From an optimization exercise on the open Yosys and OpenROAD flow, aimed at small area, a short achievable clock period and few clock cycles per item; shortcuts taken in it are not production practice. The RTL was checked by simulation tests, not by an equivalence proof against the original design. Power figures rest on the tool's default switching activity, not on a simulated workload.

$ cat flow/constraint.sdc
create_clock -name core_clock -period 15.0 [get_ports {clk}]
set_input_delay 3.0000 -clock core_clock [delete_from_list [all_inputs] [get_ports {clk}]]
set_output_delay 3.0000 -clock core_clock [all_outputs]
set_load 0.01 [all_outputs]
$ cat flow/config.mk
export PLATFORM = sky130hd
export DESIGN_NAME = nt_unit
export DESIGN_NICKNAME = nt_unit
export VERILOG_FILES = /design/flow/design.v
export SDC_FILE = /design/flow/constraint.sdc
export NUM_CORES = 4
export LEC_CHECK = 0
export CAP_MARGIN = 20
export CORE_MARGIN = 2
export CORE_UTILIZATION = 40
export PLACE_DENSITY = 0.6
export SLEW_MARGIN = 20
$ cat flow/design.v
module nt_unit (
    input  wire        clk,
    input  wire        rst,
    input  wire        start,
    input  wire [2:0]  op,
    input  wire [63:0] opa,
    input  wire [63:0] opb,
    input  wire [63:0] opc,
    output wire        ready,
    output reg         done,
    output reg  [7:0]  err,
    output reg  [63:0] res0,
    output reg  [63:0] res1,
    output reg  [63:0] res2
);
    localparam [2:0] OP_EGCD   = 3'd0,
                     OP_MODINV = 3'd1,
                     OP_POW    = 3'd2,
                     OP_ISPOW2 = 3'd3,
                     OP_BITREV = 3'd4;
    localparam [7:0] E_NONE        = 8'h00,
                     E_INVALID_GCD = 8'h06,
                     E_INVALID_EXP = 8'h07,
                     E_ILLEGAL     = 8'h10,
                     E_INVALID_MOD = 8'h13,
                     E_OPERAND_RNG = 8'h15;
    localparam [3:0] S_IDLE    = 4'd0,
                     S_RED     = 4'd1,    
                     S_POW_CHK = 4'd2,    
                     S_POW_MR  = 4'd3,    
                     S_POW_SQ  = 4'd4,    
                     S_EG_CHK  = 4'd5,    
                     S_EG_DIV  = 4'd6,    
                     S_EG_MUL  = 4'd7,    
                     S_EG_END  = 4'd8;
    reg [3:0]  state;
    reg        inv;         
    reg        red_neg;     
    reg [63:0] m;           
    reg [63:0] k;           
    reg [63:0] pr;          
    reg [63:0] px;          
    reg [63:0] r0, r1, s0, s1, t0, t1;
    reg [6:0]  cnt;
    reg [63:0] dv_rem;
    reg [63:0] dv_quo;
    reg [63:0] dv_d;
    reg [63:0] mm_acc;
    reg [63:0] mm_a;
    reg [63:0] mm_b;
    reg [63:0] ms_q;
    reg [63:0] ms_s, ms_t;
    reg [63:0] ms_ms, ms_mt;
    assign ready = (state == S_IDLE);
    wire signed [63:0] sa = opa;
    wire signed [63:0] sb = opb;
    wire signed [63:0] sc = opc;
    wire [63:0] abs_a = sa[63] ? (~opa + 64'd1) : opa;
    function [63:0] bitrev64;
        input [63:0] v;
        integer i;
        begin
            for (i = 0; i < 64; i = i + 1)
                bitrev64[i] = v[63 - i];
        end
    endfunction
    wire        is_pow2   = !sa[63] && (opa > 64'd1) && ((opa & (opa - 64'd1)) == 64'd0);
    wire [63:0] brev_full = bitrev64(opa);
    wire [63:0] brev_res  = (opb == 64'd0) ? 64'd0 : (brev_full >> (7'd64 - opb[6:0]));
    wire [64:0] dv_sh  = {dv_rem, dv_quo[63]};
    wire        dv_ge  = (dv_sh >= {1'b0, dv_d});
    wire [64:0] dv_sub = dv_sh - {1'b0, dv_d};
    wire [63:0] dv_nrem = dv_ge ? dv_sub[63:0] : dv_sh[63:0];
    wire [63:0] dv_nquo = {dv_quo[62:0], dv_ge};
    wire [63:0] mm_dbl  = {mm_acc[62:0], 1'b0};
    wire [63:0] mm_dblr = (mm_dbl >= m) ? (mm_dbl - m) : mm_dbl;
    wire [63:0] mm_add  = mm_dblr + (mm_b[63] ? mm_a : 64'd0);
    wire [63:0] mm_nacc = (mm_add >= m) ? (mm_add - m) : mm_add;
    wire [63:0] red_val = (red_neg && dv_nrem != 64'd0) ? (m - dv_nrem) : dv_nrem;
    wire [63:0] inv_a = s0[63] ? (s0 + m) : s0;
    wire [63:0] inv_x = (inv_a >= m) ? (inv_a - m) : inv_a;
    always @(posedge clk) begin
        if (rst) begin
            state   <= S_IDLE;
            done    <= 1'b0;
            err     <= 8'd0;
            res0    <= 64'd0;
            res1    <= 64'd0;
            res2    <= 64'd0;
            inv     <= 1'b0;
            red_neg <= 1'b0;
            cnt     <= 7'd0;
        end else begin
            done <= 1'b0;
            case (state)
            S_IDLE: begin
                if (start) begin
                    res0 <= 64'd0;
                    res1 <= 64'd0;
                    res2 <= 64'd0;
                    err  <= E_NONE;
                    case (op)
                    OP_EGCD: begin
                        if (sa[63] || sb[63]) begin
                            err  <= E_OPERAND_RNG;
                            done <= 1'b1;
                        end else begin
                            inv   <= 1'b0;
                            r0    <= opa;
                            r1    <= opb;
                            s0    <= 64'd1;
                            s1    <= 64'd0;
                            t0    <= 64'd0;
                            t1    <= 64'd1;
                            state <= S_EG_CHK;
                        end
                    end
                    OP_MODINV: begin
                        if (sb <= 0) begin
                            err  <= E_INVALID_MOD;
                            done <= 1'b1;
                        end else begin
                            inv     <= 1'b1;
                            m       <= opb;
                            red_neg <= sa[63];
                            dv_rem  <= 64'd0;
                            dv_quo  <= abs_a;
                            dv_d    <= opb;
                            cnt     <= 7'd0;
                            state   <= S_RED;
                        end
                    end
                    OP_POW: begin
                        if (sb < -64'sd1) begin
                            err  <= E_INVALID_EXP;
                            done <= 1'b1;
                        end else if (sc <= 0) begin
                            err  <= E_INVALID_MOD;
                            done <= 1'b1;
                        end else begin
                            inv     <= sb[63];        
                            m       <= opc;
                            k       <= opb;
                            red_neg <= sa[63];
                            dv_rem  <= 64'd0;
                            dv_quo  <= abs_a;
                            dv_d    <= opc;
                            cnt     <= 7'd0;
                            state   <= S_RED;
                        end
                    end
                    OP_ISPOW2: begin
                        res0 <= {63'd0, is_pow2};
                        done <= 1'b1;
                    end
                    OP_BITREV: begin
                        if (opb > 64'd64)
                            err <= E_OPERAND_RNG;
                        else
                            res0 <= brev_res;
                        done <= 1'b1;
                    end
                    default: begin
                        err  <= E_ILLEGAL;
                        done <= 1'b1;
                    end
                    endcase
                end
            end
            S_RED: begin
                dv_rem <= dv_nrem;
                dv_quo <= dv_nquo;
                cnt    <= cnt + 7'd1;
                if (cnt == 7'd63) begin
                    if (inv) begin
                        r0    <= red_val;
                        r1    <= m;
                        s0    <= 64'd1;
                        s1    <= 64'd0;
                        t0    <= 64'd0;
                        t1    <= 64'd1;
                        state <= S_EG_CHK;
                    end else begin
                        px    <= red_val;
                        pr    <= (m == 64'd1) ? 64'd0 : 64'd1;
                        state <= S_POW_CHK;
                    end
                end
            end
            S_POW_CHK: begin
                cnt    <= 7'd0;
                mm_acc <= 64'd0;
                if (k == 64'd0) begin
                    res0  <= pr;
                    done  <= 1'b1;
                    state <= S_IDLE;
                end else if (k[0]) begin
                    mm_a  <= pr;
                    mm_b  <= px;
                    state <= S_POW_MR;
                end else begin
                    mm_a  <= px;
                    mm_b  <= px;
                    state <= S_POW_SQ;
                end
            end
            S_POW_MR: begin
                mm_acc <= mm_nacc;
                mm_b   <= {mm_b[62:0], 1'b0};
                cnt    <= cnt + 7'd1;
                if (cnt == 7'd63) begin
                    pr     <= mm_nacc;
                    mm_acc <= 64'd0;
                    mm_a   <= px;
                    mm_b   <= px;
                    cnt    <= 7'd0;
                    state  <= S_POW_SQ;
                end
            end
            S_POW_SQ: begin
                mm_acc <= mm_nacc;
                mm_b   <= {mm_b[62:0], 1'b0};
                cnt    <= cnt + 7'd1;
                if (cnt == 7'd63) begin
                    px    <= mm_nacc;
                    k     <= {1'b0, k[63:1]};
                    state <= S_POW_CHK;
                end
            end
            S_EG_CHK: begin
                cnt <= 7'd0;
                if (r1 == 64'd0) begin
                    state <= S_EG_END;
                end else begin
                    dv_rem <= 64'd0;
                    dv_quo <= r0;
                    dv_d   <= r1;
                    state  <= S_EG_DIV;
                end
            end
            S_EG_DIV: begin
                dv_rem <= dv_nrem;
                dv_quo <= dv_nquo;
                cnt    <= cnt + 7'd1;
                if (cnt == 7'd63) begin
                    ms_q  <= dv_nquo;
                    ms_s  <= s0;
                    ms_t  <= t0;
                    ms_ms <= s1;
                    ms_mt <= t1;
                    cnt   <= 7'd0;
                    state <= S_EG_MUL;
                end
            end
            S_EG_MUL: begin
                ms_s  <= ms_s - (ms_q[0] ? ms_ms : 64'd0);
                ms_t  <= ms_t - (ms_q[0] ? ms_mt : 64'd0);
                ms_ms <= {ms_ms[62:0], 1'b0};
                ms_mt <= {ms_mt[62:0], 1'b0};
                ms_q  <= {1'b0, ms_q[63:1]};
                cnt   <= cnt + 7'd1;
                if (cnt == 7'd63) begin
                    r0    <= r1;
                    r1    <= dv_rem;
                    s0    <= s1;
                    s1    <= ms_s - (ms_q[0] ? ms_ms : 64'd0);
                    t0    <= t1;
                    t1    <= ms_t - (ms_q[0] ? ms_mt : 64'd0);
                    state <= S_EG_CHK;
                end
            end
            S_EG_END: begin
                if (inv) begin
                    if (r0 != 64'd1)
                        err <= E_INVALID_GCD;
                    else
                        res0 <= inv_x;
                end else begin
                    res0 <= r0;
                    res1 <= s0;
                    res2 <= t0;
                end
                done  <= 1'b1;
                state <= S_IDLE;
            end
            default: state <= S_IDLE;
            endcase
        end
    end
endmodule
$ cat flow/run.sh
#!/bin/bash
# synth_recipe.tcl (not shown) runs the flow's synth.tcl, then flattens the netlist and writes it again
# the make line also repeats each setting of config.mk as NAME=value (left out here)
make -C /OpenROAD-flow-scripts/flow DESIGN_CONFIG=/design/flow/config.mk WORK_HOME=/design/flow/orfs CLKGATE_MAP_FILE= SYNTH_SCRIPT=/design/flow/synth_recipe.tcl finish
==> run notes <==
[registers in the layout, summed over array words and instances (netlist names), 63 cells and up]
name    flops
t1         64
mm_acc     63
mm_b       64
ms_s       64
r0         64
dv_quo     64
dv_rem     64
res1       64
mm_a       64
r1         64
dv_d       64
pr         64
ms_q       64
s0         64
ms_t       64
k          64
px         64
ms_mt      64
t0         64
ms_ms      64
res2       64
s1         64
m          64
res0       64
[cell type report]
type	count	area share, %
Multi-Input combinational cell	9182	48.3
Sequential cell	1553	36.9
Timing Repair Buffer	648	4.96
Clock buffer	274	4.41
Tap cell	3533	3.66
Inverter	325	1.01
Clock inverter	70	0.580
Antenna cell	80	0.166
[through the flow]
stage	setup TNS, ns	util (%)	hold WS, ns	std cells	area (sq um)
finish	0	45.6	0.449	15665	121000
global route	0	45.6	0.467	15620	121000
CTS	0	45.5	0.450	15583	120000
detailed placement	0	43.3	0.444	15239	114000
global placement	0	43.2	0.437	15236	114000
floorplan	-384.04	-	0.460	11718	106000
[logic make-up after synthesis]
family | after synthesis
xor+xnor | 551
buf+inv | 983
mux | 461
other cells | 1
compound gates | 3114
fa+ha+maj | 587
simple gates | 4465
flops | 1553
[worst register-to-register path, delay by kind of cell, from the launching register on]
kind | cells | cell delay [ns]
buffers and inverters | 4 | 1.65
multiplexers | 1 | 0.32
XOR/XNOR | 1 | 0.27
AO/OA/AOI/OAI | 24 | 7.53
AND/OR/NAND/NOR | 6 | 1.13
adder cells (fa/ha/maj) | 3 | 1.26
flip-flops | 1 | 0.55
[where the power goes]
part / switching, uW / internal, uW
clock network: 2010 / 2610
logic: 11800 / 5600
registers: 1000 / 5970
[metal layers]
layer	vias up	wire, um
li1	43306	-
met1	48615	204000
met2	6084	217000
met3	1422	61400
met4	74	44200
met5	-	758
[final timing paths]
path / start / end / slack, ns / cells after the start
hold / removal: res1[44] / res1[44] / 0.45 / 2
setup reg to reg: m[0] / px[30] / 2.04 / 39
hold reg to reg: res1[44] / res1[44] / 0.45 / 2
setup / recovery: m[0] / px[30] / 2.04 / 39
[synth_stat cells, drive strengths merged (56+ instances only)]
cell type and count:
nand2 2062, edfxtp 1343, nor2 948, a21oi 862, o21ai 698, clkbuf 586
ha 578, a21o 464, inv 323, xnor2 290, and2 274, nand3 273
xor2 261, mux2 245, dfxtp 210, a22oi 202, mux2i 168, nand4 163
nor3 159, nor4 154, o21bai 111, a211oi 93, a31oi 92, nand2b 91
nor2b 90, o21a 79, and3 72, buf 72, a221oi 71, o211ai 64
or3 56
==> flow_metrics.tcl <==
set metrics [dict create \
    synth_area_sq_mm 0.106 \
    synth_compound_area_share_pct 18.8 \
    rsz0062_at_grt "no" \
    place_congestion 1.09 \
    fmax_mhz 77.1 \
    yosysTopAreaCell "edfxtp_1" \
    clock_latency_ns 0.94 \
    via_per_inst 6.35 \
    yosys.area_share.simple_pct 18.9 \
    drc 0 \
    netlist_instances 11715 \
    critPathMaxStageDelay_ns 0.98 \
    synthMuxAreaShare_pct 5.21 \
    p_total_uw 29000 \
    cp_data_required_time_ns 15.66 \
    die-area_sq_mm 0.269 \
    grt_most_used_layer "met2" \
    multi_input_comb_area_sq_mm 0.0583 \
    holdBufCountCts 0 \
    cts_sinks 1553 \
    finalCriticalPeriod_ns 12.96 \
    power_density_mw_per_mm2 240 \
    clk_pin_slew_ns 0.06 \
    fillers 25762 \
    met3_usage_pct 12.9 \
    cp_top_family "compound AO/OA/AOI/OAI gates" \
    cap_violations 0 \
    use_met2_pct 53.5 \
    grt_usage_pct 37.6 \
    post-place-ws_ns 2.58 \
    crit_arrival_ns 13.62 \
    synthFlopType "edfxtp_1" \
    min-delay-path-class "reg -> reg" \
    coreArea_sq_mm 0.264 \
    syn2layout_area_growth_pct 13.7 \
    grt_max_degree 184 \
    mostFrequentLayoutCells "nand2_1, edfxtp_1, nor2_1, a21oi_1, o21ai_0" \
    critPathMaxFanout 47 \
    synth_cell_types 102 \
    drive_gt1_share_pct 7.93 \
    cts_tree "done" \
    grt_pass1_vias 92263 \
    skew_ns 0.0512 \
    synth_xor_area_share_pct 4.55 \
    wl_per_cell_um 33.7 \
    synth_top_family_by_area "simple AND/OR/NAND/NOR gates" \
    grt.overflow.total 0 \
    io_pins 400 \
    die_x_um 519 \
    critical-path-slowest-cell "a311oi_1" \
    worstSetupEndpointType "flop" \
    vias 99501 \
    timing.final.crit_share_pct 86.4 \
    slew_headroom_pct 14.3 \
    cts_buffers 185 \
    rows 189 \
    finalSetupViolations 0 \
    ys_seq_elements 1553 \
    post-cts-setup-buffers 0 \
    cts_root_buf "clkbuf_16" \
    cts_max_level 4 \
    async_flop_share_pct 0 \
    antenna_left 0 \
    status "finished clean" \
    synth_top_cell_area_share_pct 38.0 \
    synthAdderAreaFrac_pct 6.99 \
    worstSetupPathType "reg -> reg" \
    hold_viol 0 \
    drt_iter0_drc 13892 \
    finalNetCount 12680 \
    dr.pass1.iters 7 \
    ys_seq_area_share_pct 42.0 \
    final_common_cell "nand2_1" \
    routed_wirelength_um 527000 \
    synth_area_leaders "edfxtp_1, nand2_1, ha_1" \
    syn_avg_cell_area_sq_um 9.05 \
    die_y_um 519 \
    start_kind "flop" \
    ir_drop_uv 233 \
    antenna_found_initial 124 \
    clockBufferDepth 4 \
    hpwl_um 406000 \
    grt_first_pass_wirelength_um 720000 \
    yosys_warnings 1 \
    seq_area_sq_mm 0.0445 \
    crit_top_cell "o21ai_0" \
    leakage_uw 0.0472 \
    tightest_slew_ns 1.28 \
    drv_slew 0 \
    port_buffers 395 \
    synth_edf_count 1343 \
    groute.layer.met1.usage_pct 47.2 \
    fin_ws_ns 2.04 \
    crit_buf_inv 4 \
    start_util_pct 40.1 \
    ctsResizeCount 0 \
]
Testbench counts, summed over its fixed seeds: cycles 4,710,265, ops 2,000.

-- afterwards: timing with drivers on the ports --
The flow's constraints put no driver on any port. The routed layout listed below was extracted and timed again, unchanged, in two steps.
Step 1 sets driving cells, clkbuf_16 on the clock port and buf_2 on the other inputs (assumed; they add their load-dependent delay and slew).
Step 2 moves the port delays by t, midway between the first and last clock arrival at a register: inputs arrive t later, outputs are due t later. That takes back most of the time a late clock gives input paths.
Slacks: ideal / step 1 / step 2; pairs: ideal / step 1.
t, ns: 1.010
slack for setup (ns): 2.035 / 2.035 / 2.035
hold WS [ns]: 0.449 / 0.449 / 0.449
After both steps this run still meets setup and hold. The setup slack of this run moves by 0.000 ns with the drivers and by 0.000 ns with both steps.
